Source: an optimization exercise on an open RTL-to-GDS flow (aim: small area, a short achievable clock period and few clock cycles). Production flows keep margins and buffers that such runs may drop.
At most, simulation tests tie the RTL to the original design; equivalence was not proved.
No functional check of the RTL was part of runs 3 and 4.
Power figures rest on the tool's default switching activity, not on a simulated workload.

==> flow/config.mk <==
export PLATFORM = sky130hd
export DESIGN_NAME = tmc_decoder
export DESIGN_NICKNAME = tmc_decoder
export VERILOG_FILES = /design/flow/design.v
export SDC_FILE = /design/flow/constraint.sdc
export NUM_CORES = 4
export LEC_CHECK = 0
export CAP_MARGIN = 20
export CORE_MARGIN = 2
export CORE_UTILIZATION = 40
export SETUP_SLACK_MARGIN = 4.5
export SLEW_MARGIN = 20
==> flow/constraint.sdc <==
create_clock -name core_clock -period 8.0 [get_ports {clk}]
set_input_delay 1.6000 -clock core_clock [delete_from_list [all_inputs] [get_ports {clk}]]
set_output_delay 1.6000 -clock core_clock [all_outputs]
set_load 0.01 [all_outputs]
==> flow/design.v <==
module tmc_decoder (
    input  wire         clk,
    input  wire         rst,
    input  wire         in_valid,
    output wire         in_ready,
    input  wire [1:0]   in_op,        
    input  wire         in_clk,
    input  wire         in_dat,
    input  wire         in_stb,
    input  wire         cfg_clk_present,
    input  wire         cfg_dat_present,
    input  wire         cfg_stb_present,
    input  wire [31:0]  cfg_samplerate,
    input  wire [1:0]   cfg_radix,
    output wire         out_valid,
    input  wire         out_ready,
    output reg  [3:0]   out_kind,
    output reg  [15:0]  out_ss,
    output reg  [15:0]  out_es,
    output reg  [7:0]   out_val,
    output reg  [3:0]   out_nbits,
    output reg  [263:0] out_blist,    
    output reg  [47:0]  out_rate,
    output wire [1:0]   status_err,
    output wire [1:0]   out_radix
);
    localparam integer DIV_CYC   = 48;               
    localparam [1:0] FIND_START = 2'd0, FIND_DATA = 2'd1, FIND_ACK = 2'd2;
    localparam integer P_IDLE = 0, P_START = 1, P_LBIT = 2, P_PRE  = 3,
                       P_FBITS = 4, P_POST = 5, P_BYTE = 6, P_WAIT = 7,
                       P_RATE  = 8, P_STOP = 9, P_ACK  = 10;
    reg  [1:0]  state;
    reg         variant;         
    reg  [3:0]  n;               
    reg  [7:0]  value;
    reg  [15:0] ssn [0:8];       
    reg         svn [0:8];       
    reg         byte_seen;
    reg  [15:0] byte_ss;
    reg  [15:0] kc;              
    reg  [15:0] sn;
    reg  [2:0]  prev;            
    reg         started;
    reg  [1:0]  err;
    reg         c_stb;
    reg  [31:0] c_rate;
    reg  [1:0]  c_radix;
    reg  [10:0] ph;
    reg  [7:0]  bmn;             
    reg         o_ov, o_sssn, o_ss8, o_essn, o_k0, o_k1, o_k2;
    reg  [3:0]  j;               
    reg         ninth;           
    reg         op_stop;         
    reg         has_rate;        
    reg         cur_d;           
    reg  [47:0] num;             
    reg  [15:0] rem;
    reg  [5:0]  dcnt;
    reg         dpha;            
    reg         dbit;            
    reg         busy;
    wire idle = ph[P_IDLE];
    assign in_ready   = idle;
    assign out_valid  = o_ov;
    assign status_err = err;
    assign out_radix  = c_radix;
    wire cur_stb  = c_stb & in_stb;
    wire stb_fall = c_stb &  prev[2] & ~cur_stb;
    wire stb_rise = c_stb & ~prev[2] &  cur_stb;
    wire dat_fall =  prev[1] & ~in_dat;
    wire dat_rise = ~prev[1] &  in_dat;
    wire clk_rise = ~prev[0] &  in_clk;
    wire clk_fall =  prev[0] & ~in_clk;
    wire is_start_3w = (state == FIND_START) && stb_fall;
    wire is_start_2w = (state == FIND_START) && !stb_fall && in_clk && dat_fall;
    wire is_start    = is_start_3w || is_start_2w;
    wire is_stop     = (state == FIND_DATA) && (stb_rise || (in_clk && dat_rise));
    wire is_bit      = (state == FIND_DATA) && !is_stop && clk_rise;
    wire is_ack      = (state == FIND_ACK) && clk_fall;
    wire take        = in_valid && idle;
    wire take_reset  = take && (in_op == 2'd1);
    wire take_sample = take && (in_op == 2'd0);
    wire running     = started && (err == 2'd0);
    wire take_run    = take_sample && running;
    wire rec_taken   = out_valid && out_ready;
    wire [15:0] sn1  = sn + 16'd1;
    wire        n_full = n[3];
    wire        kz   = (kc == 16'd0);
    wire [15:0] ss0 = ~ssn[0];
    wire [15:0] ss7 = ~ssn[7];
    wire [15:0] ss8 = ~ssn[8];
    integer i;
    always @(*) begin
        out_kind[0] = o_k0 | (ph[P_BYTE] & byte_seen) | (ph[P_ACK] & cur_d);
        out_kind[1] = o_k1;
        out_kind[2] = o_k2;
        out_kind[3] = ph[P_RATE];
        out_ss = ({16{o_sssn}} & sn) |
                 ({16{ph[P_LBIT]}} & ss7) |
                 ({16{o_ss8}} & ss8) |
                 ({16{ph[P_BYTE]}} & ss0) |
                 ({16{ph[P_RATE]}} & byte_ss);
        out_es = ({16{ph[P_FBITS]}} & ss0) |
                 ({16{o_essn}} & sn);
        out_val = ({8{ph[P_BYTE]}} & value) |
                  {7'd0, (ph[P_LBIT] & ~svn[7]) | (ph[P_FBITS] & ~svn[8])};
        out_nbits = {4{ph[P_BYTE]}} & n;
        out_rate  = {48{ph[P_RATE]}} & num;
        for (i = 0; i < 8; i = i + 1)
            out_blist[33*i +: 33] = ~({33{bmn[i]}} | {ssn[i+1], ssn[i], svn[i]});
    end
    wire [16:0] drs  = {rem, dbit};
    wire [16:0] drd  = drs - {1'b0, kc};
    wire [15:0] dr   = drd[16] ? drs[15:0] : drd[15:0];
    wire        dq   = ~drd[16];
    wire [47:0] nacc = {num[15:0], num[47:16]} + {16'd0, c_rate};
    reg         do_shift2;       
    reg         do_rot;          
    reg         wr7;             
    reg         wr7v;            
    reg         new_v;
    always @(*) begin
        do_shift2 = 1'b0;
        do_rot    = 1'b0;
        wr7       = 1'b0;
        wr7v      = 1'b0;
        new_v     = in_dat;
        if (idle) begin
            if (take_run && !is_start) begin
                if (is_stop) begin
                    if (variant && n != 4'd0) begin
                        do_rot = 1'b1;
                        wr7    = 1'b1;
                        wr7v   = 1'b1;
                    end
                end else if (is_bit) begin
                    do_rot    = variant;
                    wr7       = variant;
                    wr7v      = variant;
                    do_shift2 = !variant;
                end
            end
        end else begin
            if (ph[P_PRE] | ph[P_POST])
                do_rot = 1'b1;
            if (ph[P_FBITS])
                do_rot = rec_taken;
            if (ph[P_BYTE] && rec_taken && !op_stop && variant) begin
                do_rot = 1'b1;
                wr7v   = 1'b1;
                new_v  = cur_d;
            end
        end
    end
    integer q;
    always @(posedge clk) begin
        if (do_shift2) begin
            for (q = 0; q < 8; q = q + 1) begin
                ssn[q] <= ssn[q+1];
                svn[q] <= svn[q+1];
            end
            ssn[8] <= ~sn1;
            svn[8] <= ~new_v;
        end else if (do_rot) begin
            for (q = 0; q < 7; q = q + 1) begin
                ssn[q] <= ssn[q+1];
                svn[q] <= svn[q+1];
            end
            ssn[7] <= wr7  ? ~sn1   : ssn[8];
            svn[7] <= wr7v ? ~new_v : svn[8];
            ssn[8] <= ssn[0];
            svn[8] <= svn[0];
        end
    end
    localparam [10:0] H_IDLE  = 11'd1 << P_IDLE,  H_START = 11'd1 << P_START,
                      H_LBIT  = 11'd1 << P_LBIT,  H_PRE   = 11'd1 << P_PRE,
                      H_FBITS = 11'd1 << P_FBITS, H_POST  = 11'd1 << P_POST,
                      H_BYTE  = 11'd1 << P_BYTE,  H_WAIT  = 11'd1 << P_WAIT,
                      H_RATE  = 11'd1 << P_RATE,  H_STOP  = 11'd1 << P_STOP,
                      H_ACK   = 11'd1 << P_ACK;
    wire div_last = busy && (dcnt == DIV_CYC - 1);
    reg  [10:0] phn;
    wire        rt     = rec_taken;
    wire        tk     = take_run;               
    wire        e_stop = tk && !is_start && is_stop;
    wire        e_bit  = tk && !is_start && !is_stop && is_bit;
    wire        e_ack  = tk && is_ack;
    wire        flush  = variant && n != 4'd0;
    wire        j7     = (j == 4'd7);
    wire        jl     = (j == n - 4'd1);
    wire        clr    = rst || take_reset;
    always @(*) begin
        phn[P_IDLE]  = (idle && !((tk && is_start) || e_stop || e_ack ||
                                  (e_bit && (n_full || (!variant && n != 4'd0))))) ||
                       ((ph[P_START] || ph[P_ACK] || ph[P_STOP]) && rt) ||
                       (ph[P_LBIT] && rt && !ninth) ||
                       (ph[P_BYTE] && rt && !op_stop);
        phn[P_START] = (tk && is_start) || (ph[P_START] && !rt);
        phn[P_LBIT]  = (e_bit && !variant && (n_full || n != 4'd0)) ||
                       (ph[P_LBIT] && !rt);
        phn[P_PRE]   = (e_stop && flush && !n_full) || (ph[P_PRE] && !j7);
        phn[P_FBITS] = (e_stop && flush && n_full) || (e_bit && n_full && variant) ||
                       (ph[P_PRE] && j7) || (ph[P_FBITS] && !(rt && jl));
        phn[P_POST]  = (ph[P_FBITS] && rt && jl && !n_full) || (ph[P_POST] && !j7);
        phn[P_BYTE]  = (ph[P_LBIT] && rt && ninth) ||
                       (ph[P_FBITS] && rt && jl && n_full) ||
                       (ph[P_POST] && j7) || (ph[P_BYTE] && !rt);
        phn[P_WAIT]  = (e_stop && !flush && !kz) ||
                       (ph[P_BYTE] && rt && op_stop && has_rate && busy && !div_last) ||
                       (ph[P_WAIT] && !div_last);
        phn[P_RATE]  = (ph[P_WAIT] && div_last) ||
                       (ph[P_BYTE] && rt && op_stop && has_rate && !(busy && !div_last)) ||
                       (ph[P_RATE] && !rt);
        phn[P_STOP]  = (e_stop && !flush && kz) ||
                       (ph[P_BYTE] && rt && op_stop && !has_rate) ||
                       (ph[P_RATE] && rt) || (ph[P_STOP] && !rt);
        phn[P_ACK]   = e_ack || (ph[P_ACK] && !rt);
        if (clr)
            phn = H_IDLE;
    end
    always @(posedge clk) begin
        ph     <= phn;
        o_ov   <= |(phn & (H_START | H_LBIT | H_FBITS | H_BYTE | H_RATE | H_STOP | H_ACK));
        o_sssn <= |(phn & (H_START | H_STOP));
        o_ss8  <= |(phn & (H_FBITS | H_ACK));
        o_essn <= |(phn & (H_START | H_LBIT | H_BYTE | H_RATE | H_STOP | H_ACK));
        o_k0   <= |(phn & (H_START | H_LBIT | H_FBITS));
        o_k1   <= |(phn & (H_STOP | H_LBIT | H_FBITS | H_ACK));
        o_k2   <= |(phn & (H_BYTE | H_ACK));
        for (i = 0; i < 8; i = i + 1)
            bmn[i] <= !(phn[P_BYTE] && (n > i));
    end
    always @(posedge clk) begin
        if (rst || take_reset) begin
            state     <= FIND_START;
            byte_ss   <= 16'd0;
            started   <= 1'b0;
            err       <= 2'd0;
            c_radix   <= 2'd0;
            busy      <= 1'b0;
        end else begin
            if (busy) begin
                num[15:0] <= {num[14:0], dq};
                if (!dpha)
                    num[47:16] <= num[46:15];
                dbit <= !dpha ? num[46] : (dcnt[3:0] == 4'd15) ? num[47] : num[14];
                if (dcnt[3:0] == 4'd15)
                    dpha <= 1'b0;
                rem  <= dr;
                dcnt <= dcnt + 6'd1;
                if (div_last)
                    busy <= 1'b0;
            end
            if (idle) begin
                if (take_sample && !started) begin
                    started <= 1'b1;
                    c_stb   <= cfg_stb_present;
                    c_rate  <= cfg_samplerate;
                    c_radix <= cfg_radix;
                    if (!cfg_clk_present || !cfg_dat_present)
                        err <= 2'd1;
                    else if (cfg_samplerate == 32'd0)
                        err <= 2'd2;
                    else begin
                        sn   <= 16'd0;
                        prev <= {cfg_stb_present & in_stb, in_dat, in_clk};
                    end
                end else if (take_run) begin
                    sn   <= sn1;
                    prev <= {cur_stb, in_dat, in_clk};
                    if (!is_stop)
                        kc <= is_start ? 16'd0 : kc + 16'd1;
                    if (is_start) begin
                        variant   <= is_start_3w;
                        num       <= 48'd0;
                        byte_seen <= 1'b0;
                        n         <= 4'd0;
                        value     <= 8'd0;
                        state     <= FIND_DATA;
                    end else if (is_stop) begin
                        op_stop  <= 1'b1;
                        has_rate <= !kz;
                        rem      <= 16'd0;
                        dcnt     <= (num[15:0] == 16'd0) ? 6'd16 : 6'd0;
                        dpha     <= (num[15:0] != 16'd0);
                        dbit     <= (num[15:0] == 16'd0) ? num[47] : num[15];
                        busy     <= !kz;
                        j        <= n_full ? 4'd0 : n;
                    end else if (is_bit) begin
                        num <= {nacc[31:0], nacc[47:32]};
                        if (n_full) begin
                            if (variant)
                                byte_ss <= sn1;      
                            cur_d   <= in_dat;
                            ninth   <= 1'b1;
                            op_stop <= 1'b0;
                            j       <= 4'd0;
                        end else begin
                            if (n == 4'd0)
                                byte_ss <= sn1;
                            n     <= n + 4'd1;
                            value <= {in_dat, value[7:1]};
                            ninth <= 1'b0;
                        end
                    end else if (is_ack) begin
                        cur_d <= in_dat;
                        state <= FIND_DATA;
                    end
                end
            end
            if (ph[P_STOP] && rec_taken) begin
                n     <= 4'd0;
                value <= 8'd0;
                state <= FIND_START;
            end
            if (ph[P_PRE]) begin
                j <= j + 4'd1;
                if (j == 4'd7)
                    j <= 4'd0;
            end
            if (ph[P_FBITS] && rec_taken) begin
                j <= j + 4'd1;
                if (j == n - 4'd1)
                    j <= n;
            end
            if (ph[P_POST])
                j <= j + 4'd1;
            if (ph[P_BYTE] && rec_taken) begin
                byte_seen <= 1'b1;
                n         <= 4'd0;
                value     <= 8'd0;
                if (!op_stop && variant) begin
                    n       <= 4'd1;
                    value   <= {cur_d, 7'd0};
                end else if (!op_stop) begin
                    state <= FIND_ACK;
                end
            end
        end
    end
endmodule
==> flow/flow/run.sh <==
#!/bin/bash
export BUFFER_PORTS_ARGS="-buffer_cell sky130_fd_sc_hd__buf_1"
export CTS_ARGS="-sink_clustering_enable -repair_clock_nets -dont_use_dummy_load -buf_list {sky130_fd_sc_hd__clkbuf_4 sky130_fd_sc_hd__clkbuf_8}"
bash standard.sh > standard.log 2>&1
==> flow/standard.sh <==
#!/bin/bash
# synth_recipe.tcl (not shown) runs the flow's synth.tcl, then flattens the netlist and writes it again
# the make line also repeats each setting of config.mk as NAME=value (left out here)
make -C /OpenROAD-flow-scripts/flow DESIGN_CONFIG=/design/flow/config.mk WORK_HOME=/design/flow/orfs CLKGATE_MAP_FILE= SYNTH_SCRIPT=/design/flow/synth_recipe.tcl "${@:-finish}"
==> summary.txt, run 1 <==
Logic synthesis:
- The dominant combinational cell family by area after synthesis is simple AND/OR/NAND/NOR gates.
- The average size of a mapped cell is 10.1 µm².
- The most used flip-flop cell after synthesis is edfxtp_1.
- The proportion of register bits with asynchronous set or reset after synthesis is 0%.
- Sequential elements use 52.7% of the synthesized area.
- The synthesized design spends more area on one cell type than any other, namely edfxtp_1.
- The proportion of synthesized area in mux cells is 4.50%.
- After synthesis the cells add up to 19800 µm².
- Of the total synthesized cell area, the portion taken by AND, OR, NAND and NOR gates is 18.5%.
- The number of distinct library cell variants in the gate-level netlist after synthesis is 83.
- The number of enable flip-flop cells after synthesis is 315.
- The share of the synthesized netlist area taken by xor and xnor gates is 3.67%.
- The area share of the leading cell type in the synthesized netlist is 47.7%.
- Counting every net in the synthesized netlist gives 2071.
- The area fraction in compound gates after synthesis is 13.5%.
- The cell count after synthesis is 1966.
- The Yosys warning count is 3.
- The synthesized netlist devotes 3.80% of its cell area to adder and majority cells.
- In this run, synthesis produced a sequential element count of 365.
- By area the synthesized netlist is led by edfxtp_1 48%, nor2_1 7.6%, dfxtp_1 5.0%, ha_1 3.6%, mux2i_1 2.6%.

Setup path:
- The critical path in this run is classified as primary input to flop.
- The cell repeated most along the worst path is buf_12.
- The capture point of the worst reg-to-reg path is rem[15]$_DFFE_PP_.
- The largest driver fanout on the critical path is 19.
- The largest individual stage delay along the critical path comes from the cell or4b_4.
- On the worst path, the slowest cell contributes a delay of 630 ps.
- The flop-to-flop setup slack is 4670 ps.
- STA classifies the critical path endpoint as a flop.
- Traced cell by cell, the critical path runs through buf_1 -> nand4bb_4 -> or4b_4 -> nor2_2 -> and3b_1 -> buf_12 -> nor2b_4 -> o21ai_4 -> buf_12 -> buf_12 -> clkbuf_16.
- The type of origin of the critical path is a primary input.
- STA puts the critical path data arrival time at 3780 ps.
- The cell type group with the largest total delay on the critical path is simple AND/OR/NAND/NOR gates.
- The number of cells on the worst reg-to-reg path is 12.
- The data required time of the worst path is 8300 ps.
- Counting both buffers and inverters, the worst setup path holds a total of 5.
- In this run the critical register-to-register path is launched from dbit$_DFFE_PP_.

Floorplan:
- The number of placement rows is 81.
- The effective utilization at floorplan is 40.5%.
- The die outline area is 51400 µm².
- The width of the die is 227 µm.
- The total area inside the core boundary comes to 49000 µm².
- The die extent in y is 227 µm.
- The count of pins on the block boundary is 412.

Timing:
- The worst setup skew after layout is 54.1 ps.
- At the pin with the least slew margin, the transition time is 1040 ps.
- The number of hold-slack violations in the final timing report is 0.
- The setup slack after layout is 4520 ps.
- Setup repair after global routing could not meet its margin everywhere.
- The routed design could run at a clock period as short as 3480 ps.
- Static timing analysis puts the maximum clock frequency at 287 MHz.
- The number of slew-limit violations in the final report is 0.
- After routing, the total negative slack on setup checks comes to 0 ps.
- Setup violations remaining at the end of the flow were counted as 0.
- In the finished design, the share of the clock period the worst path needs comes to 43.5%.
- The headroom to the max-slew limit is 30.7%.

Pwr:
- The leakage power figure is 8.18 nW.
- The share of power burned in combinational logic is 7.2%.
- Summed over all nets, the switching power comes to 0.902 mW.
- Across the VDD grid, the largest voltage drop is 122 µV.
- In this run the power density over the cells is 163 nW/µm².
- The part of the power in registers is 55.7%.
- The total power is 3.83 mW.
- The power share of the clock group is 37.1%.
- The switching power as a share of total power is 23.5%.
- Cell internal power was estimated by the tool at 2.93 mW.

Finish:
- Once layout is complete, the utilization of the core stands at 48.1%.
- In the layout the commonest cells are 408 x buf_1, 395 x nor2_1, 315 x edfxtp_1, 129 x nand2_1, 101 x a21oi_1.
- The fraction of layout cells with a size suffix above 1 is 9.47%.
- The most frequent standard cell in the layout excluding fill and tap cells is buf_1.
- The area growth from synthesis to final layout is 18.6%.
- Summing all non-filler instances in the final layout gives an area of 23500 µm².
- Fill cells in the final layout number 4623.
- The final layout contains 2484 nets.

Hold path:
- The hold-critical path endpoint is svn[1]$_DFFE_PP_.
- The startpoint of the tightest hold check path is svn[2]$_DFFE_PP_.
- The number of instances on the worst hold path is 0.
- The worst hold path belongs to the class flop to flop.

Clocking:
- The total of hold buffers inserted after clock tree synthesis is 0.
- The clock tree buffer depth is 3.
- The total number of clock tree sinks is 365.
- After clock tree synthesis, the clock-pin slew on the worst setup and hold paths is 50 ps.
- The cell sitting at the root of the clock tree is a clkbuf_8.
- TritonCTS built the clock tree.
- The depth of the CTS H-tree is 3.
- The number of clock buffers inserted by TritonCTS is 66.
- The source-to-sink clock delay at the later pin of the worst-skew pair is 630 ps.

Drt:
- The remaining antenna violation count after routing is 0.
- Using the TritonRoute via totals, the vias-per-cell ratio works out to 5.71.
- The number of DRC violations after detailed-routing iteration 0 is 1584.
- After detailed routing, the number of remaining DRC violations is 0.
- The final route contains 17382 vias.
- After detailed routing, the total wire length is 65.5 mm.
- Before antenna repair, the detailed router went through 5 iterations.
- The average wire per standard cell is 21.5 µm.

Placement:
- The total of buffers placed on input and output ports is 411.
- The cell area after placement is 22000 µm².
- The HPWL after detailed placement is 46.6 mm.
- The placement-stage worst setup slack is 3010 ps.
- The routability congestion estimate is 0.934.

Global route:
- After global routing the overflow that remains totals 0.
- The first global-routing pass estimated 94.9 mm of wire.
- The number of antenna violations at the first check in global routing was 2.
- The via count of the first global-routing pass is 15939.
- The pin count of the biggest net entering global routing is 76.
- Across every metal layer, demand over resource in global routing totals 24.4%.

Run:
- The count of max-cap constraint violations is 0.

Outcome:
- The run finished with no timing, DRC or antenna violations.
-- logic make-up after synthesis --
logic type	Yosys count
buf+inv	165
xor+xnor	81
flops	365
fa+ha+maj	59
compound gates	413
simple gates	798
mux	85
-- sequential cells by signal, summed over array words and instances, names as in the netlist, 3 cells and up --
name     count
rem         16
num         48
value        8
ssn        144
ph          11
bmn          8
n            4
svn          9
sn          16
kc          16
prev         3
c_rate      32
j            4
dcnt         6
byte_ss     16
-- layout make-up --
type,count,area [µm²],share of cell area (%)
sequential,365,10500,44.6
multi-input combinational,1436,8940,38.0
timing repair buffer,465,2170,9.22
clock buffer,66,908,3.86
tap,664,831,3.53
inverter,44,188,0.798
timing repair inverter,1,5.00,0.0213
antenna,1,2.50,0.0106
-- worst max-delay path by stage --
stage / start / end / slack, ps / depth (start not counted)
final: in_op[0] / ssn[7][2]$_DFFE_PP_ / 4520 / 11
after floorplan: in_op[0] / ssn[0][0]$_DFFE_PP_ / 2210 / 8
after CTS: ph[6]$_DFF_P_ / out_ss[2] / 4510 / 6
after global routing: ssn[0][13]$_DFFE_PP_ / out_ss[13] / 4490 / 4
after detailed placement: in_clk / ssn[0][8]$_DFFE_PP_ / 3010 / 9
after global placement: in_clk / ssn[0][9]$_DFFE_PP_ / 3100 / 9
-- power by group through the flow --
stage / sequential, mW / combinational (mW) / clock, mW
6_report: 2.13 / 0.278 / 1.42
5_1_grt: 2.14 / 0.308 / 1.53
4_1_cts: 2.13 / 0.273 / 1.45
3_5_place_dp: 2.17 / 0.265 / 0
3_3_place_gp: 2.17 / 0.262 / 0
2_1_floorplan: 2.15 / 0.209 / 0
-- worst reg2reg max path: stages, from the launching register on --
cell      delay (ps)
edfxtp_1         440
inv_1             80
ha_1             160
inv_1             50
fa_1             420
a211o_1          330
a211oi_4         300
o32ai_4          140
nand4_4          140
a311oi_4         160
and3_2           270
o211a_1          220
or3_1            360
-- cell usage after synthesis (all sizes together), types with 6 or more instances --
cell type  count
o31ai          6
xnor2         51
o21a          12
nand2b         6
inv           43
a21o          29
o221ai        17
and2          78
nor2         400
nand2        131
and3          21
buf           18
o211ai        18
nor2b          8
mux2i         52
nand4         23
dfxtp         50
edfxtp       315
ha            57
a31oi         11
a22oi          7
a211oi        30
xor2          30
nand3         45
nor3          23
a21oi        102
o21ai         96
or3           11
o22ai         35
clkbuf       103
nor4          18
mux2          33
-- stage by stage --
step           hold slack, ps  std cells
6_report                  448       3042
5_1_grt                   456       3041
4_1_cts                   448       3021
3_5_place_dp              435       2938
3_3_place_gp              435       2938
2_1_floorplan             427       1966
-- routing by layer --
layer / wire length, µm / track usage [%] / share of wire [%] / vias up
met5: 7 / 0 / 0.011 / -
met4: 1920 / 8.34 / 2.9 / 2
met3: 5850 / 5.73 / 8.9 / 132
met2: 29600 / 37.5 / 45 / 788
met1: 28100 / 33.6 / 43 / 8537
li1: - / - / - / 7923
-- what timing repair did --
action | 4_1_cts | 5_1_grt
setup endpoints to repair | 536 | 275
setup buffers | 15 | 17
gates cloned | 2 | 3
pin swaps | 3 | 4
gates resized for setup | 38 | 24
Testbench counts, summed over its fixed seeds: cycles 70,566.
==> run 2: changes to the inputs <==
--- a/flow/config.mk
+++ b/flow/config.mk
@@ -7,6 +7,6 @@
 export LEC_CHECK = 0
 export CAP_MARGIN = 20
 export CORE_MARGIN = 2
-export CORE_UTILIZATION = 40
+export CORE_UTILIZATION = 55
 export SETUP_SLACK_MARGIN = 4.5
 export SLEW_MARGIN = 20
==> run 2 against run 1 <==
Die area shrank 27%. Sequential cell count is the same. Clock skew grew 17 ps. Worst setup slack lost 12 ps. Maximum frequency shrank 0.34%. Critical endpoint is now out_ss[5]. Highest routed layer unchanged.
==> summary.txt, run 2 <==
Outcome:
- The flow ran to the end and the layout has no timing, DRC or antenna violations.

Logic synthesis:
- The sequential fraction of the synthesis area is 52.7%.
- The adder and majority cell fraction of the synthesized area is 3.80%.
- Synthesis inferred 365 register bits.
- In this run the biggest area consumer among cell types represents 47.7% of the synthesized area.
- The most common cell in the netlist is nor2_1.
- In this run the cell area of the synthesized design comes to 19800 µm².
- Of all cell types, the one taking the most synthesized area is edfxtp_1.
- Counting instances in the post-synthesis netlist gives the leading cell types as 400 x nor2_1, 315 x edfxtp_1, 131 x nand2_1, 103 x clkbuf_1, 102 x a21oi_1.
- The average size of a mapped cell is 10.1 µm².
- In the post-synthesis netlist, the biggest area contributors are edfxtp_1 48%, nor2_1 7.6%, dfxtp_1 5.0%, ha_1 3.6%, mux2i_1 2.6%.
- The proportion of synthesized area in mux cells is 4.50%.
- The number of nets in the synthesized netlist is 2071.
- Of all flip-flops after synthesis, the portion carrying an async set or reset was 0%.
- Of the total synthesized cell area, the portion taken by AND, OR, NAND and NOR gates is 18.5%.
- The dominant register cell in the synthesized netlist is edfxtp_1.
- Synthesis produced 1966 cells.
- Yosys mapped a number of flops with a built-in enable equal to 315.
- The dominant combinational cell family by area after synthesis is simple AND/OR/NAND/NOR gates.
- The synthesized netlist devotes 3.67% of its cell area to XOR and XNOR gates.
- The number of distinct library cell variants in the gate-level netlist after synthesis is 83.
- The synthesized netlist devotes 13.5% of its cell area to compound gates.
- The Yosys warning count is 3.

Pwr:
- Power spread over the standard cell area amounts to 163 nW/µm².
- The internal power contribution is 2.87 mW.
- The total power is 3.76 mW.
- The switching power as a share of total power is 23.6%.
- The analysis attributes to cell leakage a power of 8.12 nW.
- The maximum vdd ir drop is 163 µV.
- Of the total power, registers draw 56.8%.
- The reported net switching power is 0.886 mW.
- The share of total power dissipated in combinational logic is 7.4%.
- The clock network is responsible for 35.8% of the overall power.

Setup path:
- Among all stages on the critical path, the largest delay is contributed by edfxtp_1.
- The worst register-to-register path has a depth of 9.
- The flop-to-flop setup slack is 4640 ps.
- The largest driver fanout on the critical path is 4.
- The critical path startpoint is ssn[0][5]$_DFFE_PP_.
- The type of origin of the critical path is a flop.
- The startpoint identified for the worst register-to-register timing path is num[30]$_DFFE_PP_.
- The largest single stage delay on the critical path is 560 ps.
- The kind of end point of the critical path is an output pin.
- Traced cell by cell, the critical path runs through o21ai_0 -> a21oi_1 -> o221ai_2 -> clkbuf_2.
- The arrival time of data at the critical path endpoint is 1890 ps.
- The path type of the worst setup path is flop to output pin.
- The capture point of the worst reg-to-reg path is num[1]$_DFFE_PP_.
- Following the worst setup path forward leads to its endpoint at out_ss[5].
- The data required time of the worst path is 6400 ps.

Drt:
- The number of DRC violations after detailed-routing iteration 0 is 1538.
- After detailed routing, the number of remaining DRC violations is 0.
- The remaining antenna violation count after routing is 0.
- Wires add up to 62.3 mm.
- The per-cell via count in the routed design is 6.08.
- The average wire per standard cell is 22.0 µm.
- The detailed-routing iteration count for the pre-antenna-repair pass is 6.
- The detailed router placed 17174 vias in this run.

Clocking:
- TritonCTS created 61 clock buffers.
- The depth of the CTS H-tree is 2.
- The clock tree buffer depth is 3.
- The tree is rooted in a clkbuf_8.
- The later pin in the worst-skew pair is clocked with a latency of 670 ps.
- The tree built by TritonCTS fans out to 365 sinks.
- TritonCTS built the clock tree.
- The clock slew at the register clock pins of the worst setup and hold paths is 60 ps.

Finish:
- Leaving out fill and tap cells, the most frequent cells in the layout are 396 x nor2_1, 395 x buf_1, 315 x edfxtp_1, 130 x nand2_1, 100 x a21oi_1.
- Cells fill 65.0% of the core in the end.
- The cell area after layout is 23100 µm².
- Fill cells in the final layout number 3047.
- The largest registers in the layout are ssn: 144 flops, num: 48 flops, c_rate: 32 flops.
- The count of placed standard cells in the final layout, fillers left out is 2826.
- The most frequent standard cell in the layout excluding fill and tap cells is nor2_1.
- At the end of the flow, the number of nets in the layout was 2471.
- The number of flip-flops under the largest register name is 144.
- Relative to the synthesized area, the layout overhead comes to 16.4%.
- Of the cells placed in the final design, the portion with a size suffix greater than 1 is 9.43%.
- More flip-flops sit in one register than any other, and that register is ssn.

Floorplan:
- The count of pins on the block boundary is 412.
- The effective utilization at floorplan is 55.8%.
- The die outline area is 37600 µm².
- The width of the die is 194 µm.
- After floorplanning, the core was divided into 69 placement rows.
- After floorplanning, the core was sized to cover 35600 µm².
- The die extent in y is 194 µm.

Global route:
- The global router's overall resource usage is 32.4%.
- Entering global routing, the biggest net connects 70 pins.
- The number of antenna violations at the first check in global routing is 4.
- The via count of the first global-routing pass is 16410.
- For this run the aggregate overflow at the end of global routing stands at 0.
- The first-pass GRT wire length is 94.6 mm.

Placement:
- The HPWL after detailed placement is 44.8 mm.
- In this run the cell area measured after placement is 21800 µm².
- The number of cells in the design after placement is 2738.
- The routability congestion estimate is 0.951.
- The placement-stage worst setup slack is 2800 ps.
- Input and output buffers added on the ports amount to 411.

Timing:
- The worst path uses 43.7% of the clock period.
- Summed over all failing endpoints, the final setup total negative slack is 0 ps.
- The headroom to the max-slew limit is 33.1%.
- Once routing completed, OpenROAD measured the worst setup slack at 4510 ps.
- The smallest hold slack is 456 ps.
- Setup repair after global routing could not meet its margin everywhere.
- The number of hold-slack violations in the final timing report is 0.
- The number of slew-limit violations in the final report came to 0.
- Setup violations remaining at the end of the flow were counted as 0.
- The maximum clock frequency is 286 MHz.
- The worst setup skew after layout is 71.4 ps.
- The transition time at the pin with the least slew margin is 1000 ps.
- The clock period could shrink to 3490 ps.

Run:
- The count of max-cap constraint violations is 0.

Hold path:
- The path class of the tightest hold or removal check is flop to flop.
## run 2: changes by cell type in the layout (fill, tap and decap cells not counted), moves of 3 or more
cell      delta
o21ai_0      -5
clkbuf_8     -5
buf_6        +3
clkbuf_2     +7
buf_4        -7
o221ai_1     +3
buf_2        +6
buf_12       -3
o221ai_2     -3
buf_1       -13
## run 2: area by class of cell
type / count / area, µm² / area share [%]
clock buffers: 61 / 840 / 3.63
multi-input cells: 1437 / 8950 / 38.7
repair buffers: 457 / 2070 / 8.95
well taps: 461 / 577 / 2.50
diodes: 1 / 2.50 / 0.0108
inverters: 44 / 185 / 0.802
flip-flops and latches: 365 / 10500 / 45.4
## run 2: critical path, delay by kind of cell (launching register included)
| kind | cells | cell delay, ps |
|---|---|---|
| flops | 1 | 560 |
| buf+inv | 1 | 150 |
| compound gates | 3 | 520 |
## run 2: worst min-delay path by stage
| stage | from | to | slack, ps | depth (start not counted) |
|---|---|---|---|---|
| 2_1_floorplan | svn[1]$_DFFE_PP_ | svn[0]$_DFFE_PP_ | 430 | 0 |
| 3_3_place_gp | svn[5]$_DFFE_PP_ | svn[4]$_DFFE_PP_ | 430 | 0 |
| 3_5_place_dp | svn[2]$_DFFE_PP_ | svn[1]$_DFFE_PP_ | 440 | 0 |
| 4_1_cts | svn[2]$_DFFE_PP_ | svn[1]$_DFFE_PP_ | 450 | 0 |
| 5_1_grt | svn[2]$_DFFE_PP_ | svn[1]$_DFFE_PP_ | 470 | 0 |
| 6_report | svn[5]$_DFFE_PP_ | svn[4]$_DFFE_PP_ | 460 | 0 |
## run 2: power by group through the flow
stage | registers, mW | clock network (mW) | logic (mW)
after floorplan | 2.15 | 0 | 0.209
after CTS | 2.13 | 1.37 | 0.273
final | 2.13 | 1.35 | 0.279
after global placement | 2.17 | 0 | 0.261
after detailed placement | 2.17 | 0 | 0.265
after global routing | 2.14 | 1.44 | 0.308
## run 2: logic make-up after synthesis
family,Yosys count
compound gates,413
xor+xnor,81
fa+ha+maj,59
buf+inv,165
flops,365
mux,85
simple gates,798
## run 2: per-layer routing
metal / global-route usage, % / part of all wire, % / routed length, µm
met1: 45.2 / 42 / 26500
met2: 50.7 / 45 / 28300
met3: 6.56 / 9.2 / 5750
met4: 10.9 / 2.8 / 1770
met5: 0 / 0.037 / 23
## run 2: timing repair
action,4_1_cts,5_1_grt
hold buffers,0,0
setup buffers,16,6
setup endpoints to repair,454,218
resized for setup,39,42
pin swaps,2,3
cloned,2,2
==> run 3: changes to the inputs <==
--- a/flow/design.v
+++ b/flow/design.v
@@ -48,6 +48,7 @@
     reg  [10:0] ph;
     reg  [7:0]  bmn;             
     reg         o_ov, o_sssn, o_ss8, o_essn, o_k0, o_k1, o_k2;
+    reg         o_es0, o_s7, o_s0, o_sr, o_rate, o_val;    
     reg  [3:0]  j;               
     reg         ninth;           
     reg         op_stop;         
@@ -96,16 +97,16 @@
         out_kind[2] = o_k2;
         out_kind[3] = ph[P_RATE];
         out_ss = ({16{o_sssn}} & sn) |
-                 ({16{ph[P_LBIT]}} & ss7) |
+                 ({16{o_s7}} & ss7) |
                  ({16{o_ss8}} & ss8) |
-                 ({16{ph[P_BYTE]}} & ss0) |
-                 ({16{ph[P_RATE]}} & byte_ss);
-        out_es = ({16{ph[P_FBITS]}} & ss0) |
+                 ({16{o_s0}} & ss0) |
+                 ({16{o_sr}} & byte_ss);
+        out_es = ({16{o_es0}} & ss0) |
                  ({16{o_essn}} & sn);
-        out_val = ({8{ph[P_BYTE]}} & value) |
+        out_val = ({8{o_val}} & value) |
                   {7'd0, (ph[P_LBIT] & ~svn[7]) | (ph[P_FBITS] & ~svn[8])};
-        out_nbits = {4{ph[P_BYTE]}} & n;
-        out_rate  = {48{ph[P_RATE]}} & num;
+        out_nbits = {4{o_val}} & n;
+        out_rate  = {48{o_rate}} & num;
         for (i = 0; i < 8; i = i + 1)
             out_blist[33*i +: 33] = ~({33{bmn[i]}} | {ssn[i+1], ssn[i], svn[i]});
     end
@@ -114,62 +115,24 @@
     wire [15:0] dr   = drd[16] ? drs[15:0] : drd[15:0];
     wire        dq   = ~drd[16];
     wire [47:0] nacc = {num[15:0], num[47:16]} + {16'd0, c_rate};
-    reg         do_shift2;       
-    reg         do_rot;          
-    reg         wr7;             
-    reg         wr7v;            
-    reg         new_v;
-    always @(*) begin
-        do_shift2 = 1'b0;
-        do_rot    = 1'b0;
-        wr7       = 1'b0;
-        wr7v      = 1'b0;
-        new_v     = in_dat;
-        if (idle) begin
-            if (take_run && !is_start) begin
-                if (is_stop) begin
-                    if (variant && n != 4'd0) begin
-                        do_rot = 1'b1;
-                        wr7    = 1'b1;
-                        wr7v   = 1'b1;
-                    end
-                end else if (is_bit) begin
-                    do_rot    = variant;
-                    wr7       = variant;
-                    wr7v      = variant;
-                    do_shift2 = !variant;
-                end
-            end
-        end else begin
-            if (ph[P_PRE] | ph[P_POST])
-                do_rot = 1'b1;
-            if (ph[P_FBITS])
-                do_rot = rec_taken;
-            if (ph[P_BYTE] && rec_taken && !op_stop && variant) begin
-                do_rot = 1'b1;
-                wr7v   = 1'b1;
-                new_v  = cur_d;
-            end
-        end
-    end
+    wire        mv_take = idle && take_run && (state == FIND_DATA) &&
+                          (is_stop ? (variant && n != 4'd0) : clk_rise);
+    wire        mv      = mv_take || ph[P_PRE] || ph[P_POST] ||
+                          (ph[P_FBITS] && rec_taken) ||
+                          (ph[P_BYTE] && rec_taken && !op_stop && variant);
+    wire        in3     = idle && variant;       
+    wire        in2     = idle && !variant;      
     integer q;
     always @(posedge clk) begin
-        if (do_shift2) begin
-            for (q = 0; q < 8; q = q + 1) begin
-                ssn[q] <= ssn[q+1];
-                svn[q] <= svn[q+1];
-            end
-            ssn[8] <= ~sn1;
-            svn[8] <= ~new_v;
-        end else if (do_rot) begin
+        if (mv) begin
             for (q = 0; q < 7; q = q + 1) begin
                 ssn[q] <= ssn[q+1];
                 svn[q] <= svn[q+1];
             end
-            ssn[7] <= wr7  ? ~sn1   : ssn[8];
-            svn[7] <= wr7v ? ~new_v : svn[8];
-            ssn[8] <= ssn[0];
-            svn[8] <= svn[0];
+            ssn[7] <= in3 ? ~sn1 : ssn[8];
+            svn[7] <= in3 ? ~in_dat : ph[P_BYTE] ? ~cur_d : svn[8];
+            ssn[8] <= in2 ? ~sn1 : ssn[0];
+            svn[8] <= in2 ? ~in_dat : svn[0];
         end
     end
     localparam [10:0] H_IDLE  = 11'd1 << P_IDLE,  H_START = 11'd1 << P_START,
@@ -227,6 +190,12 @@
         o_k0   <= |(phn & (H_START | H_LBIT | H_FBITS));
         o_k1   <= |(phn & (H_STOP | H_LBIT | H_FBITS | H_ACK));
         o_k2   <= |(phn & (H_BYTE | H_ACK));
+        o_es0  <= phn[P_FBITS];
+        o_s7   <= phn[P_LBIT];
+        o_s0   <= phn[P_BYTE];
+        o_sr   <= phn[P_RATE];
+        o_rate <= phn[P_RATE];
+        o_val  <= phn[P_BYTE];
         for (i = 0; i < 8; i = i + 1)
             bmn[i] <= !(phn[P_BYTE] && (n > i));
     end
@@ -239,6 +208,20 @@
             c_radix   <= 2'd0;
             busy      <= 1'b0;
         end else begin
+            if (idle) begin
+                rem      <= 16'd0;
+                dcnt     <= (num[15:0] == 16'd0) ? 6'd16 : 6'd0;
+                dpha     <= (num[15:0] != 16'd0);
+                dbit     <= (num[15:0] == 16'd0) ? num[47] : num[15];
+                has_rate <= !kz;
+                j        <= n_full ? 4'd0 : n;
+                ninth    <= n_full;
+                cur_d    <= in_dat;
+            end
+            if (!started) begin
+                c_stb  <= cfg_stb_present;
+                c_rate <= cfg_samplerate;
+            end
             if (busy) begin
                 num[15:0] <= {num[14:0], dq};
                 if (!dpha)
@@ -254,8 +237,6 @@
             if (idle) begin
                 if (take_sample && !started) begin
                     started <= 1'b1;
-                    c_stb   <= cfg_stb_present;
-                    c_rate  <= cfg_samplerate;
                     c_radix <= cfg_radix;
                     if (!cfg_clk_present || !cfg_dat_present)
                         err <= 2'd1;
@@ -279,31 +260,20 @@
                         state     <= FIND_DATA;
                     end else if (is_stop) begin
                         op_stop  <= 1'b1;
-                        has_rate <= !kz;
-                        rem      <= 16'd0;
-                        dcnt     <= (num[15:0] == 16'd0) ? 6'd16 : 6'd0;
-                        dpha     <= (num[15:0] != 16'd0);
-                        dbit     <= (num[15:0] == 16'd0) ? num[47] : num[15];
                         busy     <= !kz;
-                        j        <= n_full ? 4'd0 : n;
                     end else if (is_bit) begin
                         num <= {nacc[31:0], nacc[47:32]};
                         if (n_full) begin
                             if (variant)
                                 byte_ss <= sn1;      
-                            cur_d   <= in_dat;
-                            ninth   <= 1'b1;
                             op_stop <= 1'b0;
-                            j       <= 4'd0;
                         end else begin
                             if (n == 4'd0)
                                 byte_ss <= sn1;
                             n     <= n + 4'd1;
                             value <= {in_dat, value[7:1]};
-                            ninth <= 1'b0;
                         end
                     end else if (is_ack) begin
-                        cur_d <= in_dat;
                         state <= FIND_DATA;
                     end
                 end
==> run 3 against run 2 <==
Still clean. Final cell count increased by 0.21%. Worst setup slack improved by 16 ps. Count of clock-buffer cells in the layout down 2. Register-to-register slack is essentially flat. Highest routed layer is now met4.
==> summary.txt, run 3 <==
Finish:
- The register with the most flip-flops in the layout has 144 of them.
- The largest registers in the layout are ssn: 144 flops, num: 48 flops, c_rate: 32 flops.
- The number of antenna diodes in the final layout is 0.
- The finished cells cover 22800 µm².
- For this run, the share of the core covered by cells in the final layout is 64.5%.
- The most frequent standard cell in the layout excluding fill and tap cells is buf_1.
- The number of nets in the layout is 2478.
- The register with the most flip-flops in the final layout is ssn.
- The top cell types in the final layout, fill and taps aside, are 397 x buf_1, 373 x nor2_1, 315 x edfxtp_1, 197 x nand2_1, 80 x a21oi_1.
- The area growth from synthesis to layout is 15.9%.
- The fraction of layout cells with a size suffix above 1 is 7.59%.

Drt:
- The remaining antenna violation count after routing is 0.
- The detailed router finished its first iteration with 1307 violations.
- The detailed-routing iteration count for the pre-antenna-repair pass is 5.
- The final wirelength is 60.4 mm.
- Using the TritonRoute via totals, the vias-per-cell ratio works out to 5.95.
- The number of remaining DRC errors is 0.
- The routed via count is 16857.
- Dividing the detail-routed wire length by the instance count gives 21.3 µm.

Timing:
- Setup repair after global routing could not meet its margin everywhere.
- The transition time at the pin with the least slew margin is 936 ps.
- The headroom to the max-slew limit is 37.6%.
- The number of hold-slack violations in the final timing report is 0.
- Counting I/O delays and the setup requirement, the final critical path takes 3480 ps.
- The final clock period utilization by the worst path is 43.5%.
- The final setup TNS is 0 ps.
- The number of slew-limit violations in the final report is 0.
- The setup violation total in the final timing report is 0.
- Across all hold checks on the routed design, the worst slack comes to 458 ps.
- The setup slack after layout is 4520 ps.
- The maximum clock frequency is 288 MHz.
- Clock skew on the completed layout was measured at 31.4 ps.

Setup path:
- The type of origin of the critical path is a flop.
- For this run, the slowest stage of the critical path takes 370 ps.
- STA classifies the critical path endpoint as an output pin.
- Measured in cells, the most critical reg-to-reg path has a length of 8.
- Setup slack on the worst reg-to-reg path comes out at 4640 ps.
- The source of the worst register-to-register timing path is num[39]$_DFFE_PP_.
- The capture point of the worst reg-to-reg path is num[6]$_DFFE_PP_.
- For this design, the slowest cell found on the critical path is dfxtp_4.
- Traced cell by cell, the critical path runs through clkinvlp_4 -> buf_12 -> buf_16 -> o21ai_0 -> a21oi_1 -> o221ai_1 -> buf_4.
- Of all nets on the critical path, the largest fanout is 5.
- The path type of the worst setup path is flop to output pin.
- The arrival time of data at the critical path endpoint is 1880 ps.
- The data required time of the worst path is 6400 ps.

Floorplan:
- The floorplan step defined a core boundary enclosing 35400 µm².
- The width of the die is 193 µm.
- 412 I/O pins were placed.
- The die outline area is 37300 µm².
- In this run the core area contains 69 standard-cell rows.
- The effective utilization at floorplan is 55.6%.
- The die is 193 µm tall.

Pwr:
- The leakage power figure is 7.93 nW.
- The cell area power density is 165 nW/µm².
- The maximum vdd ir drop is 130 µV.

Global route:
- The via count of the first global-routing pass is 15963.
- The first global-routing pass estimated 92.8 mm of wire.
- Entering global routing, the biggest net connects 142 pins.
- The global router's overall resource usage is 31.7%.
- The number of antenna violations at the first check in global routing is 0.
- The final global-route overflow total is 0.

Clocking:
- The clock tree buffer depth is 3.
- The root cell of the clock tree is clkbuf_8.
- Clock latency on the worst-skew pair, taken at its later pin, is 650 ps.
- For this design, the CTS-stage hold fixing added 0 buffers.
- Counting every sink on the clock net gives 365.
- TritonCTS built the clock tree.
- In this run, CTS created clock tree buffers numbering 59.
- The depth of the CTS H-tree is 2.
- Clock-pin slew was measured on the worst setup and hold paths at 60 ps.

Logic synthesis:
- After synthesis, the netlist uses 93 different library cells.
- Synthesis produced a netlist with a net count of 2084.
- The proportion of register bits with asynchronous set or reset after synthesis is 0%.
- The largest total area in the synthesized netlist belongs to edfxtp_1.
- The register bit total from synthesis is 365.
- The cell count after synthesis came out at 1979.
- The dominant register cell in the synthesized netlist is edfxtp_1.
- The Yosys warning count is 3.
- By count the netlist is led by 383 x nor2_1, 315 x edfxtp_1, 200 x nand2_1, 101 x clkbuf_1, 100 x o21ai_0.
- The number of enable flip-flop cells after synthesis is 315.
- By instance count, the leading cell after synthesis is nor2_1.
- The cell area that synthesis handed to floorplanning was 19700 µm².
- The area share of the leading cell type in the synthesized netlist is 48.0%.
- By area the synthesized netlist is led by edfxtp_1 48%, nor2_1 7.3%, dfxtp_1 5.1%, nand2_1 3.8%, ha_1 3.6%.
- The sequential fraction of the synthesis area is 53.1%.
- After synthesis, the mean cell area works out to 9.95 µm².

Placement:
- Prior to clock tree synthesis, the placed netlist has a worst setup slack of 3740 ps.
- The HPWL after detailed placement is 44.0 mm.
- The congestion estimate from routability-driven global placement came to 0.956.
- The cell area after placement is 21500 µm².
- The total of buffers placed on input and output ports is 411.

Hold path:
- In this run the worst hold path is classified as flop to flop.
- The worst hold path terminates at svn[4]$_DFFE_PP_.
- In this run the most critical hold path is launched from svn[5]$_DFFE_PP_.
- The worst hold path was traced through 0 stages.

Outcome:
- The flow ran to the end and the layout has no timing, DRC or antenna violations.

Run:
- The count of max-cap constraint violations is 0.
==> run 3: critical path: cells and delay by family, from the launching register on <==
family	cells	cell delay, ps
DFF	1	370
AOI/OAI and AO/OA	3	300
buffers and inverters	4	580
==> run 3: how the worst max path moves through the flow <==
stage,depth (start not counted),slack [ps],endpoint,start
2_1_floorplan,4,-2130,ssn[0][0]$_DFFE_PP_,in_clk
3_3_place_gp,10,3820,num[6]$_DFFE_PP_,in_dat
3_5_place_dp,10,3740,num[6]$_DFFE_PP_,in_dat
4_1_cts,7,4460,out_ss[3],ph[6]$_DFF_P_
5_1_grt,7,4450,out_ss[3],ph[6]$_DFF_P_
6_report,7,4520,out_ss[3],ph[6]$_DFF_P_
==> run 3: final cells by class <==
cell class                 instances  area, µm²
clock buffer                      59        812
fill                            2975      12600
inverter                          44        181
multi-input combinational       1445       8710
sequential                       365      10500
tap                              461        577
timing repair buffer             457       2050
timing repair inverter             1       7.51
==> run 3: what timing repair did <==
item                       in CTS  in global routing
setup endpoints to repair     156                221
gates cloned                    2                  1
gates resized for setup        48                 38
pin swaps                       1                  4
setup buffers                  13                 12
==> run 3: where the power goes <==
group	switching, mW	total (mW)	internal, mW
registers	0.0384	2.13	2.10
logic	0.192	0.316	0.124
clock network	0.674	1.32	0.645
==> run 3: metrics by stage <==
stage          power, mW  std cells
6_report            3.77       2832
5_1_grt             3.90       2832
4_1_cts             3.79       2819
3_5_place_dp        2.48       2745
3_3_place_gp        2.47       2745
2_1_floorplan       2.39       1979
==> run 3: routing by layer <==
layer / routed length (µm) / share of wire [%] / track usage, % / up-vias
met1: 25300 / 42 / 41.8 / 8040
li1: - / - / - / 7898
met5: 0 / 0 / 0 / -
met2: 28100 / 47 / 51.8 / 767
met4: 2940 / 4.9 / 14.8 / 0
met3: 4090 / 6.8 / 4.86 / 152
==> run 3: cells by family (layout without fill, tap and decap cells) <==
kind of cell	after synthesis	in the layout	synth area share (%)
flops	365	365	53.1
xor+xnor	89	89	3.96
fa+ha+maj	59	59	3.83
mux	61	61	3.12
compound gates	403	403	13.4
simple gates	833	833	19.1
buf+inv	169	561	3.41
==> run 4: changes to the inputs <==
--- a/flow/config.mk
+++ b/flow/config.mk
@@ -7,6 +7,6 @@
 export LEC_CHECK = 0
 export CAP_MARGIN = 20
 export CORE_MARGIN = 2
-export CORE_UTILIZATION = 55
+export CORE_UTILIZATION = 40
 export SETUP_SLACK_MARGIN = 4.5
 export SLEW_MARGIN = 20
==> run 4 against run 3 <==
Non-clock buffer count is 8 lower. Largest power group unchanged. Register-to-register slack about the same. Global-route usage down 7.9 points. Via count increased by 1.4%. Area after synthesis unchanged. Still clean on timing, DRC and antenna.
==> summary.txt, run 4 <==
Setup path:
- STA classifies the critical path endpoint as an output pin.
- The largest driver fanout on the critical path is 7.
- The depth of the worst register-to-register path is 10.
- The capture point of the worst reg-to-reg path is num[6]$_DFFE_PP_.
- The data required time of the worst path is 6400 ps.
- The source of the worst register-to-register timing path is num[16]$_DFFE_PP_.
- The worst register-to-register path has a setup slack of 4650 ps.
- The critical path in this run is classified as flop to output pin.
- The worst setup path is launched from a flop.
- Data arrives at the worst endpoint at 1920 ps.

Timing:
- The setup slack after layout is 4480 ps.
- The minimum clock period after layout is 3520 ps.
- Setup repair after global routing could not meet its margin everywhere.
- The setup violation total in the final timing report is 0.
- The transition time at the pin with the least slew margin is 995 ps.
- The worst path uses 44.0% of the clock period.
- The worst setup skew after layout is 64.7 ps.
- Headroom to the max-slew limit came out at 31.9%.
- The number of slew-limit violations in the final report was 0.
- The number of hold-slack violations in the final timing report is 0.
- The maximum clock frequency is 284 MHz.

Drt:
- The detailed-routing iteration count for the pre-antenna-repair pass is 8.
- The count of nets left with antenna violations once routing finished came out at 0.
- The average wire per standard cell is 20.8 µm.
- The number of remaining DRC errors is 0.
- After the first detailed-routing iteration, the DRC count stood at 1584.
- The final wirelength is 63.1 mm.
- The routed via count is 17100.
- The per-cell via count in the routed design is 5.63.

Logic synthesis:
- Counting flops with a built-in enable in the synthesized netlist gives 315.
- The sequential fraction of the synthesis area is 53.1%.
- In the synthesized netlist, the number of instances is 1979.
- By count the netlist is led by 383 x nor2_1, 315 x edfxtp_1, 200 x nand2_1, 101 x clkbuf_1, 100 x o21ai_0.
- In this run, synthesis produced a sequential element count of 365.
- The proportion of register bits with asynchronous set or reset after synthesis is 0%.
- The area share of the leading cell type in the synthesized netlist is 48.0%.
- The net count of the mapped netlist is 2084.
- After synthesis, the netlist uses 93 different library cells.
- The most common cell in the netlist is nor2_1.
- The Yosys warning count is 3.
- The post-synthesis cell type with the largest combined area is edfxtp_1.
- By area the synthesized netlist is led by edfxtp_1 48%, nor2_1 7.3%, dfxtp_1 5.1%, nand2_1 3.8%, ha_1 3.6%.
- The average size of a mapped cell is 9.95 µm².
- After synthesis the cells add up to 19700 µm².
- The most used flip-flop cell after synthesis is edfxtp_1.

Finish:
- In the layout the commonest cells are 392 x buf_1, 376 x nor2_1, 315 x edfxtp_1, 196 x nand2_1, 78 x o21ai_0.
- The register with the most flip-flops is ssn.
- The most frequent standard cell in the layout excluding fill and tap cells is buf_1.
- The area growth from synthesis to final layout is 17.7%.
- The register with the most flip-flops in the layout has 144 of them.
- The fraction of layout cells with a size suffix above 1 is 8.19%.
- In the final layout, the registers with the most flip-flops are ssn: 144 flops, num: 48 flops, c_rate: 32 flops.
- The count of placed standard cells in the final layout, fillers left out is 3035.
- The final layout contains 2477 nets.

Hold path:
- The startpoint of the tightest hold check path is svn[6]$_DFFE_PP_.
- The worst hold path terminates at svn[5]$_DFFE_PP_.
- The worst hold path passes through 0 cells.
- The path class of the tightest hold or removal check is flop to flop.

Floorplan:
- The die extent in y is 226 µm.
- The number of placement rows is 81.
- The die is 226 µm wide.
- The count of pins on the block boundary is 412.
- The core region is 48700 µm².
- The effective utilization at floorplan is 40.4%.
- The die outline area is 51000 µm².

Placement:
- Detailed placement ended at an HPWL of 45.6 mm.
- The routability congestion estimate is 0.913.
- The total of buffers placed on input and output ports is 411.
- The placement-stage worst setup slack is 3770 ps.
- The number of cells in the design after placement is 2948.

Clocking:
- The clock tree from TritonCTS is built.
- TritonCTS created 66 clock buffers.
- The clock passes through at most 3 buffers.
- The tree is rooted in a clkbuf_8.
- The total number of clock tree sinks is 365.
- The clock slew at the register clock pins of the worst setup and hold paths is 50 ps.
- For this design, the CTS-stage hold fixing added 0 buffers.
- The source-to-sink clock delay at the later pin of the worst-skew pair is 660 ps.
- The depth of the CTS H-tree is 3.

Pwr:
- In this run the power density over the cells is 168 nW/µm².
- The total power is 3.88 mW.
- The maximum vdd ir drop is 101 µV.
- Summed over all cells, the static leakage comes to 8.00 nW.

Global route:
- The pin count of the biggest net entering global routing is 154.
- The via count of the first global-routing pass was 15650.
- The number of antenna violations at the first check in global routing came to 4.
- The first-pass GRT wire length is 92.0 mm.
- The total overflow left after global routing is 0.
- The global router's overall resource usage is 23.8%.

Run:
- Across the run, the number of max-cap violations was 0.

Outcome:
- The run finished with no timing, DRC or antenna violations.
[run 4: cell counts after synthesis]
Identical to the previous run, type by type.
[run 4: logic make-up (layout without fill, tap and decap cells)]
kind of cell	after synthesis	in the layout	synth area share [%]
fa+ha+maj	59	59	3.83
simple gates	833	833	19.1
xor+xnor	89	89	3.96
compound gates	403	403	13.4
mux	61	61	3.12
buf+inv	169	560	3.41
flops	365	365	53.1
other cells	0	1	0
[run 4: report_power, final]
group          switching (mW)  total [mW]  internal [mW]
combinational           0.193       0.315          0.122
clock                   0.705        1.43          0.726
sequential             0.0404        2.14           2.10
[run 4: area by class of cell]
type	count	area, µm²
Antenna cell	1	2.50
Tap cell	664	831
Fill cell	4627	25600
Inverter	44	185
Timing Repair Buffer	449	1990
Timing Repair inverter	1	7.51
Sequential cell	365	10500
Clock buffer	66	908
Multi-Input combinational cell	1445	8770
[run 4: timing repair]
item | CTS | global route
cloned | 2 | 1
gates resized for setup | 50 | 53
endpoints found under the setup margin | 177 | 207
pin swaps | 7 | 2
setup buffers | 12 | 5
[run 4: how the worst max path moves through the flow]
stage / cells after the start / start / endpoint / slack, ps
floorplan: 4 / in_clk / ssn[0][0]$_DFFE_PP_ / -2130
global placement: 9 / in_dat / num[0]$_DFFE_PP_ / 3830
detailed placement: 9 / in_dat / num[0]$_DFFE_PP_ / 3770
CTS: 3 / ph[4]$_DFF_P_ / out_es[1] / 4390
global route: 7 / ph[6]$_DFF_P_ / out_ss[12] / 4400
finish: 7 / ph[6]$_DFF_P_ / out_ss[7] / 4480
[run 4: routing by layer]
metal  part of all wire (%)  global-route usage (%)  vias to the layer above
li1                       -                       -                     7881
met1                     44                    32.7                     8318
met2                     45                    36.6                      768
met3                    8.0                    5.58                      129
met4                    3.2                    8.80                        4
met5                  0.041                       0                        -
[run 4: per-stage QoR]
stage | instance area [µm²] | utilization (%) | TNS [ps] | hold WS (ps)
finish | 23200 | 47.5 | 0 | 460
global placement | 21800 | 44.7 | 0 | 437
detailed placement | 21800 | 44.7 | 0 | 444
CTS | 23000 | 47.1 | 0 | 459
global route | 23200 | 47.5 | 0 | 479
floorplan | 19800 | - | -325850 | 424
[run 4: critical path, stage by stage, from the launching register on]
cell	delay [ps]
dfxtp_4	370
buf_6	120
buf_12	100
clkinvlp_4	180
o21ai_1	220
a21oi_2	50
o221ai_1	90
buf_2	170
==> run 5: changes to the inputs <==
--- a/flow/design.v
+++ b/flow/design.v
@@ -200,6 +200,20 @@
             bmn[i] <= !(phn[P_BYTE] && (n > i));
     end
     always @(posedge clk) begin
+        if (busy) begin
+            dbit <= !dpha ? num[46] : (dcnt[3:0] == 4'd15) ? num[47] : num[14];
+            if (dcnt[3:0] == 4'd15)
+                dpha <= 1'b0;
+            rem  <= dr;
+            dcnt <= dcnt + 6'd1;
+        end else begin
+            rem  <= 16'd0;
+            dcnt <= (num[15:0] == 16'd0) ? 6'd16 : 6'd0;
+            dpha <= (num[15:0] != 16'd0);
+            dbit <= (num[15:0] == 16'd0) ? num[47] : num[15];
+        end
+    end
+    always @(posedge clk) begin
         if (rst || take_reset) begin
             state     <= FIND_START;
             byte_ss   <= 16'd0;
@@ -209,10 +223,6 @@
             busy      <= 1'b0;
         end else begin
             if (idle) begin
-                rem      <= 16'd0;
-                dcnt     <= (num[15:0] == 16'd0) ? 6'd16 : 6'd0;
-                dpha     <= (num[15:0] != 16'd0);
-                dbit     <= (num[15:0] == 16'd0) ? num[47] : num[15];
                 has_rate <= !kz;
                 j        <= n_full ? 4'd0 : n;
                 ninth    <= n_full;
@@ -226,11 +236,6 @@
                 num[15:0] <= {num[14:0], dq};
                 if (!dpha)
                     num[47:16] <= num[46:15];
-                dbit <= !dpha ? num[46] : (dcnt[3:0] == 4'd15) ? num[47] : num[14];
-                if (dcnt[3:0] == 4'd15)
-                    dpha <= 1'b0;
-                rem  <= dr;
-                dcnt <= dcnt + 6'd1;
                 if (div_last)
                     busy <= 1'b0;
             end
--- a/flow/config.mk
+++ b/flow/config.mk
@@ -7,6 +7,6 @@
 export LEC_CHECK = 0
 export CAP_MARGIN = 20
 export CORE_MARGIN = 2
-export CORE_UTILIZATION = 40
+export CORE_UTILIZATION = 55
 export SETUP_SLACK_MARGIN = 4.5
 export SLEW_MARGIN = 20
==> run 5 against run 4 <==
Combinational power is 16% lower. Final cell count is 8.8% lower. Core utilization is 17 points higher. Global-route usage is 6.9 points higher. Hold slack worse by 19 ps. Die area is 28% lower. Sequential cell count stayed put. Worst setup slack hardly changed. Sequential share of layout area is 0.53 points higher. Critical path type unchanged. Critical endpoint is now out_ss[2].
==> summary.txt, run 5 <==
Outcome:
- The flow ran to the end and the layout has no timing, DRC or antenna violations.

Clocking:
- TritonCTS built the clock tree.
- The number of clock buffers inserted by TritonCTS is 59.
- After clock tree synthesis, the clock-pin slew on the worst setup and hold paths is 60 ps.
- The root cell of the clock tree is clkbuf_8.
- The H-tree was split into 2 levels.
- The total of hold buffers inserted after clock tree synthesis is 0.
- The clock drives 365 sinks.
- In this run the deepest clock path goes through 3 buffers.
- The clock reaches the later pin of the worst-skew pair after 660 ps.

Setup path:
- By startpoint and endpoint, the worst setup path is classified as flop to output pin.
- In this run the worst path has a maximum fanout of 5.
- The depth of the worst register-to-register path is 11.
- The type of origin of the critical path is a flop.
- In this run the register-to-register setup slack is 4620 ps.
- Data on the critical path is required at its endpoint by 6400 ps.
- The signal on the critical path passes through clkinvlp_4 -> buf_8 -> o21ai_4 -> a21oi_2 -> o221ai_2 -> buf_2.
- The capture point of the worst reg-to-reg path is num[12]$_DFFE_PP_.
- The most critical setup path has its startpoint at ph[6]$_DFF_P_.
- The arrival time of data at the critical path endpoint is 1920 ps.
- The delay of the slowest cell on the worst path is 360 ps.
- The kind of end point of the critical path is an output pin.
- The worst-path cell with the longest stage delay is dfxtp_4.
- The startpoint identified for the worst register-to-register timing path is num[16]$_DFFE_PP_.

Finish:
- The area growth from synthesis to final layout is 15.7%.
- In the layout the commonest cells are 388 x buf_1, 384 x nor2_1, 292 x edfxtp_1, 143 x nand2_1.
- The fraction of layout cells with a size suffix above 1 is 8.99%.
- The number of antenna diodes in the final layout is 0.
- For this run, the share of the core covered by cells in the final layout is 64.7%.
- The cell area after layout is 22400 µm².
- The filler cell count in the final layout is 2922.
- For this run, the number of standard cells in the final layout without fillers is 2768.
- The register with the most flip-flops in the layout has 144 of them.
- The largest registers in the layout are ssn: 144 flops, num: 48 flops, c_rate: 32 flops.
- The most frequent standard cell in the layout excluding fill and tap cells is buf_1.
- The number of nets in the layout is 2420.
- Counting flops per register, the top entry is ssn.

Logic synthesis:
- Of the post-synthesis cell area, the dominant cell type holds 45.3%.
- The Yosys warning count is 3.
- In this run, synthesis produced a sequential element count of 365.
- Counting every net in the synthesized netlist gives 2035.
- By area the synthesized netlist is led by edfxtp_1 45%, dfxtp_1 7.5%, nor2_1 7.5%, ha_1 3.7%, mux2i_1 3.1%.
- In the synthesized netlist the async set-or-reset flop fraction comes to 0%.
- By instance count, the leading cell after synthesis is nor2_1.
- The average size of a mapped cell is 10.0 µm².
- The post-synthesis cell type with the largest combined area is edfxtp_1.
- The post-synthesis instance area is 19400 µm².
- The commonest cells after synthesis are 386 x nor2_1, 292 x edfxtp_1, 145 x nand2_1, 99 x o21ai_0, 93 x clkbuf_1.
- The number of distinct library cell variants in the gate-level netlist after synthesis is 90.
- Summing the sequential cell areas from Yosys gives 52.8% of the chip area.
- Counting flops with a built-in enable in the synthesized netlist gives 292.
- After technology mapping, the gate count stands at 1930.
- The dominant register cell in the synthesized netlist is edfxtp_1.

Drt:
- For this run, the detailed router's first-pass iteration total came to 5.
- In this run, the number of DRC markers left after iteration 0 of detailed routing was 1494.
- The final wirelength is 58.5 mm.
- The per-cell via count in the routed design is 5.96.
- The routed via count is 16503.
- After detailed routing, the average wire length per cell comes to 21.1 µm.
- In the routed design, unresolved DRC markers number 0.
- Once detail routing completed, the nets flagged for antenna violations numbered 0.

Timing:
- The headroom to the max-slew limit is 33.5%.
- The final clock period utilization by the worst path is 44.0%.
- The transition time at the pin with the least slew margin is 997 ps.
- The number of slew-limit violations in the final report came to 0.
- Static timing analysis puts the maximum clock frequency at 284 MHz.
- The setup violation total in the final timing report is 0.
- After routing, the total negative slack on setup checks comes to 0 ps.
- Hold timing on the final database bottoms out at a slack of 441 ps.
- The setup slack after layout is 4480 ps.
- The number of hold-slack violations in the final timing report is 0.
- Across the routed clock network, the largest skew measured is 64.0 ps.
- The minimum clock period after layout is 3520 ps.
- Setup repair after global routing could not meet its margin everywhere.

Floorplan:
- The width of the die is 192 µm.
- For this design the top-level I/O count stands at 412.
- The number of placement rows is 68.
- The effective utilization at floorplan is 55.9%.
- The floorplan step defined a core boundary enclosing 34600 µm².
- Measured along the y axis, the die boundary spans 192 µm.
- The die outline area is 36700 µm².

Placement:
- The cell area after placement is 21100 µm².
- Input and output buffers added on the ports amount to 411.
- The placement-stage worst setup slack is 3370 ps.
- The routability congestion estimate is 0.941.
- The wire-length estimate of the detail-placed layout is 41.8 mm.
- The number of cells in the design after placement is 2688.

Pwr:
- The worst-case IR drop observed on VDD is 125 µV.
- The design draws 3.68 mW.
- Power spread over the standard cell area amounts to 164 nW/µm².
- The leakage power figure is 7.78 nW.

Hold path:
- The hold-critical path endpoint is dcnt[0]$_SDFF_PN0_.
- The startpoint of the tightest hold check path is dcnt[0]$_SDFF_PN0_.
- The worst hold path class is flop to flop.
- The number of instances on the worst hold path is 1.

Global route:
- For this run, global-route usage on met3 was measured as 5.59%.
- The via count of the first global-routing pass came to 14919.
- The global routing met2 resource utilization is 47.0%.
- The number of antenna violations at the first check in global routing is 1.
- In the global route stage, overall resource usage came out at 30.7%.
- The routing usage on met1 is 45.0%.
- Entering global routing, the biggest net connects 154 pins.
- The final global-route overflow total is 0.
- The layer flagged by global routing as most heavily used is met2.
- The first global-routing pass estimated 85.8 mm of wire.

Run:
- Across the run, the number of max-cap violations was 0.
[run 5: cell types whose count changed after synthesis, moves of 7 or more]
cell and change:
nand2_1 -55, dfxtp_1 +23, edfxtp_1 -23, nor2b_1 +20, nand3_1 -14, o211ai_1 -9
o21a_1 +9, o21ai_1 -9, and3_1 -8, clkbuf_1 -8, inv_1 +7, o22ai_1 +7
xor2_1 +7
[run 5: worst max path at each step]
stage	slack, ps	end
global placement	3530	num[3]$_DFFE_PP_
floorplan	-2180	ssn[0][0]$_DFFE_PP_
finish	4480	out_ss[2]
global route	4420	out_ss[9]
CTS	4370	out_ss[2]
detailed placement	3370	num[12]$_DFFE_PP_
[run 5: cells by family (layout without fill, tap and decap cells)]
| logic type | count (synthesis) | after routing | share of synthesized area [%] |
|---|---|---|---|
| mux | 63 | 63 | 3.28 |
| simple gates | 786 | 786 | 18.8 |
| buf+inv | 168 | 551 | 3.65 |
| xor+xnor | 98 | 98 | 4.43 |
| fa+ha+maj | 59 | 59 | 3.89 |
| compound gates | 391 | 391 | 13.2 |
| flops | 365 | 365 | 52.8 |
[run 5: per-layer routing]
layer	vias to the layer above	part of all wire (%)
li1	7616	-
met5	-	0
met3	96	8.8
met2	760	45
met4	0	2.1
met1	8031	44
[run 5: area by class of cell]
type | instances | area [µm²] | share of cell area, %
Sequential cell | 365 | 10200 | 45.7
Multi-Input combinational cell | 1397 | 8660 | 38.7
Timing Repair Buffer | 443 | 1900 | 8.50
Clock buffer | 59 | 812 | 3.62
Tap cell | 455 | 569 | 2.54
Inverter | 48 | 200 | 0.894
Timing Repair inverter | 1 | 7.51 | 0.0335
[run 5: critical path: cells and delay by family, from the launching register on]
family / cells / cell delay [ps]
compound gates: 3 / 410
buf+inv: 3 / 490
flops: 1 / 360
[run 5: what timing repair did]
| action | 4_1_cts | 5_1_grt |
|---|---|---|
| pin swaps | 2 | 7 |
| endpoints found under the setup margin | 463 | 160 |
| setup buffers | 12 | 6 |
| cloned | 1 | 1 |
| resized for setup | 43 | 65 |
[run 5: power breakdown]
part | leakage (nW) | switching (mW) | internal, mW
sequential | 3.26 | 0.0352 | 2.07
combinational | 4.10 | 0.163 | 0.103
clock | 0.424 | 0.665 | 0.645
Testbench counts of run 5, summed over its fixed seeds: cycles 70,566.

==> separate check: timing with driven ports <==
Ports are ideal in the flow. The routed layouts listed here were re-timed in OpenROAD. Step 1: set_driving_cell puts a clkbuf_16 on clk and a buf_2 on each other input, an assumption about the parent block. Step 2 moves the port delays by t, midway between the first and last clock arrival at a register: inputs arrive t later, outputs are due t later. That takes back most of the time a late clock gives input paths. a / b / c = no drivers / after step 1 / after step 2; a / b = the first two.
run	t (ns)	setup slack, ns	clock arrival spread, ns	worst register clock-pin slew, ns
run 1	0.667	4.520 / 4.473 / 3.888	0.062 / 0.062	0.06 / 0.06
run 2	0.688	4.508 / 4.454 / 3.851	0.079 / 0.079	0.06 / 0.06
run 3	0.690	4.524 / 4.465 / 3.959	0.035 / 0.036	0.06 / 0.06
run 4	0.672	4.481 / 4.427 / 3.900	0.074 / 0.075	0.06 / 0.06
run 5	0.683	4.481 / 4.429 / 3.857	0.064 / 0.064	0.06 / 0.06
After both steps every run listed still meets setup and hold. For run 2, which loses most, drivers alone change the setup slack by -0.054 ns; drivers and shift together by -0.657 ns.
